Background: an optimization exercise with open tools, aiming at small area, a short achievable clock period and few clock cycles. Do not read the settings as production practice. In this exercise RTL edits were held to simulation tests only and were not proved equivalent to the original.

==> flow/design.v, too long to show whole: its modules and the start of the top module <==
// module l2d_stack_alu: 1087 lines
module l2d_stack_alu (
    input  wire        clk,
    input  wire        rst,           
    input  wire        in_valid,
    output wire        in_ready,
    input  wire [3:0]  in_arg,        
    input  wire [12:0] in_sp,         
    input  wire [31:0] in_a,          
    input  wire [31:0] in_b,          
    output reg         out_valid,
    input  wire        out_ready,
    output reg  [2:0]  out_fault,     
    output reg  [12:0] out_sp,        
    output reg  [1:0]  out_wr,        
    output reg  [31:0] out_top,       
    output reg  [31:0] out_next       
);
  // ...
==> flow/run.sh <==
#!/bin/bash
# synth_recipe.tcl (not shown) runs the flow's synth.tcl, then flattens the netlist and writes it again
# the make line also repeats each setting of config.mk as NAME=value (left out here)
make -C /OpenROAD-flow-scripts/flow DESIGN_CONFIG=/design/flow/config.mk WORK_HOME=/design/flow/orfs CLKGATE_MAP_FILE= SYNTH_SCRIPT=/design/flow/synth_recipe.tcl finish
==> flow/config.mk <==
export PLATFORM = sky130hd
export DESIGN_NAME = l2d_stack_alu
export DESIGN_NICKNAME = l2d_stack_alu
export VERILOG_FILES = /design/flow/design.v
export SDC_FILE = /design/flow/constraint.sdc
export NUM_CORES = 4
export LEC_CHECK = 0
export ABC_AREA = 1
export CAP_MARGIN = 20
export CORE_MARGIN = 2
export CORE_UTILIZATION = 40
export SETUP_SLACK_MARGIN = 4.0
export SLEW_MARGIN = 20
==> flow/constraint.sdc <==
create_clock -name core_clock -period 10.0 [get_ports {clk}]
set_input_delay 2.0000 -clock core_clock [delete_from_list [all_inputs] [get_ports {clk}]]
set_output_delay 2.0000 -clock core_clock [all_outputs]
set_load 0.01 [all_outputs]
==> impl_metrics.yaml, run 1 <==
detailed_routing:
  drtPass1Iterations: 12
  vias: 39300
  dr.max_layer_used: "met5"
timing:
  setup_viol: 0
  slew_violations: 0
  finalClockSkew_ns: 0.0192
final_layout:
  fin_nets: 5806
  multi_input_area_share_pct: 64.3
  multi_input_area_um2: 26800
  largest_reg_flops: 33
  nClkBuffers: 19
clock_network:
  clk_path_buf_depth: 2
  cts_hold_buf: 0
  htree_levels: 4
run_status:
  status: "timing/DRC/antenna clean"
grt:
  use_met1_pct: 48.7
place:
  globalplace.congestion: 1.02
setup_path:
  worst-path-stages: 18
  path_cells: "buf_4 > buf_4 > buf_4 > nor3_1 > buf_4 > buf_4 > a211oi_2 > fa_1 > fa_2 > fa_1 > fa_1 > fa_1 > fa_1 > o2111ai_2 > nand3_1 > nand2_1 > a21oi_2 > o211ai_1"
  arrival_ns: 6.15
  reg2reg_from: "ra[3]"
  critPathMaxFanout: 7
yosys:
  seq_area_frac_synth_pct: 15.1
  synth_area_leaders: "edfxtp_1 (15%), fa_1 (12%), nand2_1 (11%)"
  syn_nets: 5564
  async_reset_ff_share_pct: 0
hold_path:
  holdCritPathClass: "flip-flop to flip-flop"
Testbench counts, summed over its fixed seeds: cycles 33,034.
==> inputs of run 2 (changes only) <==
--- a/flow/design.v
+++ b/flow/design.v
@@ -45,61 +45,25 @@
         oa = 1'b0; ob = 1'b0;
         for (i = 0; i < 32; i = i + 1) begin
             ua[i] = in_a[i] ^ (in_a[31] & oa);
             ub[i] = in_b[i] ^ (in_b[31] & ob);
             oa = oa | in_a[i];
             ob = ob | in_b[i];
         end
     end
-    wire [31:0] xa = in_a ^ {32{in_a[31]}};
-    wire [31:0] xb = in_b ^ {32{in_b[31]}};
-    reg         ta, tb;      
+    reg [5:0] la, lb;
     always @(*) begin
-        ta = 1'b1; tb = 1'b1;
-        for (i = 0; i < 31; i = i + 1) begin
-            ta = ta & (xa[i] | !xa[i + 1]);
-            tb = tb & (xb[i] | !xb[i + 1]);
+        la = 6'd0; lb = 6'd0;
+        for (i = 0; i < 32; i = i + 1) begin
+            if (ua[i]) la = i + 1;
+            if (ub[i]) lb = i + 1;
         end
     end
-    wire        pa = in_a[31] & ta;
-    wire        pb = in_b[31] & tb;
-    function [5:0] lead32;       
-        input [31:0] x;
-        reg [15:0] v1; reg [7:0] v2; reg [3:0] v3; reg [1:0] v4;
-        reg [15:0] p1; reg [15:0] p2; reg [11:0] p3; reg [7:0] p4;
-        integer k;
-        begin
-            for (k = 0; k < 16; k = k + 1) begin
-                v1[k] = x[2*k+1] | x[2*k];
-                p1[k] = x[2*k+1];
-            end
-            for (k = 0; k < 8; k = k + 1) begin
-                v2[k] = v1[2*k+1] | v1[2*k];
-                p2[2*k+1] = v1[2*k+1];
-                p2[2*k]   = v1[2*k+1] ? p1[2*k+1] : p1[2*k];
-            end
-            for (k = 0; k < 4; k = k + 1) begin
-                v3[k] = v2[2*k+1] | v2[2*k];
-                p3[3*k+2]        = v2[2*k+1];
-                p3[3*k +: 2]     = v2[2*k+1] ? p2[2*(2*k+1) +: 2] : p2[2*(2*k) +: 2];
-            end
-            for (k = 0; k < 2; k = k + 1) begin
-                v4[k] = v3[2*k+1] | v3[2*k];
-                p4[4*k+3]        = v3[2*k+1];
-                p4[4*k +: 3]     = v3[2*k+1] ? p3[3*(2*k+1) +: 3] : p3[3*(2*k) +: 3];
-            end
-            lead32 = {v4[1] | v4[0], v4[1], v4[1] ? p4[7:4] : p4[3:0]};
-        end
-    endfunction
-    wire [5:0]  lda = lead32(xa);
-    wire [5:0]  ldb = lead32(xb);
-    wire [5:0]  ea = lda[5] ? {1'b0, lda[4:0]} + 6'd1 + {5'd0, pa} : {5'd0, pa};
-    wire [5:0]  eb = ldb[5] ? {1'b0, ldb[4:0]} + 6'd1 + {5'd0, pb} : {5'd0, pb};
-    wire [5:0]  ldiff  = eb - ea;
+    wire [5:0]  ldiff  = lb - la;
     wire        quick  = ldiff[5];              
     wire [3:0]  half   = ldiff[4:1];            
     wire [32:0] dshift = {ua, 1'b0} << {half, 1'b0};
     wire        in_div = (in_arg == OP_DIV) || (in_arg == OP_MOD);
     wire sp_ge1 = (sp0 != 13'd0);
     wire sp_ge2 = (sp0[12:1] != 12'd0);
     wire is_mod = (op0 == OP_MOD);
     wire [12:0] sp_dec = sp0 - 13'd1;
@@ -996,22 +960,20 @@
                     d_usey = 1'b1;
                 end
             end
             default: d_fault = F_BADINPUT;    
         endcase
     end
     wire [33:0] t1  = {2'b00, rb} - {1'b0, ra};
     wire        q1  = !t1[33];
-    wire [33:0] t2a = {2'b00, t1[31:0]} - {2'b00, ra[32:1]};    
-    wire [33:0] t2b = {2'b00, rb} - {2'b00, ra[32:1]};          
-    wire        q2a = !t2a[33];
-    wire        q2b = !t2b[33];
-    wire        q2  = q1 ? q2a : q2b;
-    wire [31:0] r2  = q1 ? (q2a ? t2a[31:0] : t1[31:0]) : (q2b ? t2b[31:0] : rb);
+    wire [31:0] r1  = q1 ? t1[31:0] : rb;
+    wire [33:0] t2  = {2'b00, r1} - {2'b00, ra[32:1]};
+    wire        q2  = !t2[33];
+    wire [31:0] r2  = q2 ? t2[31:0] : r1;
     wire [31:0] qn  = {it0 ? x1[29:0] : 30'd0, q1, q2};
     wire        last = (cnt == 4'd0);
     wire s0_go   = v0 && s1_free;                  
     wire div_it  = s0_go && d_div && !qk;          
     wire div_qk  = s0_go && d_div && qk;           
     wire s0_adv  = s0_go && (!d_div || qk || last);
     assign in_ready = !v0 || s0_adv;
     wire accept  = in_valid && in_ready;
==> run 2 against run 1 <==
  * Still clean
  * Count of clock-buffer cells in the layout is 1 lower
  * Hold slack improved by 0.016 ns
  * Clock skew rose by 0.0052 ns
  * Core utilization up 6.5 points
  * Synthesized cell count shrank 8.0%
==> impl_metrics.yaml, run 2 <==
final_layout:
  final_common_cell: "nand2_1"
  layout-drive-gt1-share_pct: 25.7
  n_fill_cell: 7371
  register_area_um2: 5260
  fin_nets: 5593
  diodes: 0
  largest_reg_flops: 33
  largest-register: "ra"
  final_cell_mix: "nand2_1 (837), inv_1 (484), buf_4 (410)"
  design_area_um2: 43200
  multi_input_area_um2: 26300
  area_delta_synth_final_pct: 35.5
grt:
  grt_max_degree: 70
  grt_pass1_vias: 34200
  track_usage_pct: 36.5
  grt_pass1_wl_mm: 224
  antenna_found_initial: 2
  grt_overflow: 0
flow_run:
  drv_cap: 0
die:
  die_y_um: 286
  rows: 103
  ioPinCount: 169
  start_util_pct: 40.4
  die_w_um: 286
  core_area_um2: 79000
  fp.dieArea_um2: 82100
yosys:
  syn_nets: 5124
  ys_types: 62
  synth_warnings: 1
  yosys.area.top_type: "edfxtp_1"
  synthTopCellsByCount: "nand2_1 (973), inv_1 (567), o21ai_0 (533)"
  synth-edff-count: 169
  synth-seq-cells: 178
  async_reset_ff_share_pct: 0
  synth_area_leaders: "edfxtp_1 (16%), fa_1 (13%), nand2_1 (11%)"
  syn_inst: 4628
  seq_area_frac_synth_pct: 16.5
  synth_area_per_cell_um2: 6.90
  syn_area_um2: 31900
  synthFlopType: "edfxtp_1"
  synth_top_area_share_pct: 15.9
  synth.most_common_cell: "nand2_1"
clock_network:
  clkSlewWorstSetupHoldPaths_ns: 0.09
  clock_latency_ns: 0.53
  clk_path_buf_depth: 2
  cts-buffers-inserted: 17
  cts_tree: "done"
  cts_root_buffer: "clkbuf_16"
  clock-sinks: 178
  htree_levels: 4
run_status:
  status: "timing/DRC/antenna clean"
place:
  numPortBuffers: 168
  dp_hpwl_mm: 108
  globalplace.congestion: 1.01
  placedInstanceArea_um2: 34900
setup_path:
  critPathMaxFanout: 3
  max_stage_delay_ns: 0.44
  cp-start-kind: "flip-flop"
  cp-end-kind: "output port"
  criticalPathCategory: "flip-flop to output port"
  crit_top_cell: "nand2_2"
  cp_slowest_cell: "edfxtp_1"
  arrival_ns: 4.41
  critical_path_required_ns: 8.00
timing:
  slew_violations: 0
  period_minus_slack_ns: 6.41
  worstMarginPinSlew_ns: 1.16
  setup_viol: 0
  timing.fmax_ghz: 0.156
  finalHoldViolCount: 0
  relSlewSlack_pct: 21.8
  post-route-period-util_pct: 64.1
  rsz0062_at_grt: "yes"
  finalClockSkew_ns: 0.0244
  fin_tns_setup_ns: 0
detailed_routing:
  vias_per_cell: 6.14
  wl_mm: 158
  vias: 37800
  routedWlPerCell_um: 25.7
  drc: 0
  drtPass1Iterations: 9
  drtIter0Drc: 4582
  ant_nets: 0
hold_path:
  holdCritPathClass: "flip-flop to flip-flop"
[run 2: cells by family (layout without fill, tap and decap cells)]
family                     after synthesis  after routing  share of synthesized area [%]
adders and majority gates              411            411                           20.8
muxes                                    2              2                         0.0627
and+or+nand+nor                       1676           1678                           22.0
xor gates and xnor gates               162            163                           4.52
AOI/OAI and AO/OA                     1302           1302                           25.3
DFF                                    178            178                           16.5
buffers and inverters                  897           1376                           10.8
[run 2: layout make-up]
| cell class | count | area share (%) |
|---|---|---|
| repair buffers | 732 | 16.4 |
| clock buffers | 18 | 1.04 |
| well taps | 1050 | 3.04 |
| multi-input cells | 3556 | 60.9 |
| flip-flops and latches | 178 | 12.2 |
| clock inverters | 14 | 0.365 |
| inverters | 599 | 5.80 |
| repair inverters | 13 | 0.350 |
[run 2: timing repair]
item / in CTS / in global routing
buffers inserted: 270 / 151
setup endpoints to repair: 167 / 155
resized for setup: 598 / 564
cloned: 23 / 12
pin swaps: 159 / 239
hold buffers: 0 / 0
[run 2: per-stage QoR]
stage	setup WS [ns]	hold WS, ns	utilization, %	cells
after floorplan	3.82	0.486	-	4628
after global placement	2.06	0.448	44.2	5672
after detailed placement	1.99	0.457	44.2	5672
after CTS	3.60	0.478	50.4	5997
after global routing	3.26	0.510	54.7	6160
final	3.59	0.485	54.7	6160
[run 2: per-layer routing]
metal	up-vias	share of wire, %	GRT usage [%]
li1	16700	-	-
met1	17900	38	46.3
met2	2547	43	56.4
met3	657	12	9.95
met4	0	7.4	19.6
met5	-	0	0
[run 2: path summary, 6_finish.rpt]
| kind | slack [ns] | start | depth (start not counted) | end |
|---|---|---|---|---|
| max | 3.59 | inv1 | 30 | out_top[30] |
| min | 0.49 | it0 | 1 | it0 |
| max reg2reg | 3.85 | ra[21] | 45 | x1[16] |
| min reg2reg | 0.49 | it0 | 1 | it0 |
[run 2: worst max-delay path, delay by kind of cell (launching register included)]
kind,cells,cell delay [ns]
compound gates,8,0.95
xor+xnor,2,0.35
fa+ha+maj,2,0.61
buf+inv,5,0.46
flops,1,0.44
simple gates,13,1.07
Testbench counts of run 2, summed over its fixed seeds: cycles 33,034.

## re-timing with driven ports
The results above use ideal ports. As a check the final layouts listed here were re-extracted and re-timed, cells and wires unchanged.
Step 1 (the two cells are an assumption about what drives the block):
set clk [get_ports {clk}]
set_driving_cell -lib_cell sky130_fd_sc_hd__clkbuf_16 $clk
set_driving_cell -lib_cell sky130_fd_sc_hd__buf_2 [delete_from_list [all_inputs] $clk]
Step 2, shift: input delay + t, output delay - t, t = (earliest + latest rising clock arrival at the registers) / 2. This alone moves slack from input paths to output paths.
a / b / c = ideal ports / drivers / drivers and shift; a / b = the first two.
| run | shift t [ns] | slack for setup (ns) | worst slew at a driven data input, ns | cell pins on the clock port's net |
|---|---|---|---|---|
| run 1 | 0.567 | 3.969 / 3.969 / 3.637 | 0.07 | 1 |
| run 2 | 0.573 | 3.594 / 3.535 / 3.170 | 0.06 | 1 |
After both steps setup and hold are still met in every run listed. For run 2, which loses most, drivers alone change the setup slack by -0.059 ns; drivers and shift together by -0.424 ns.
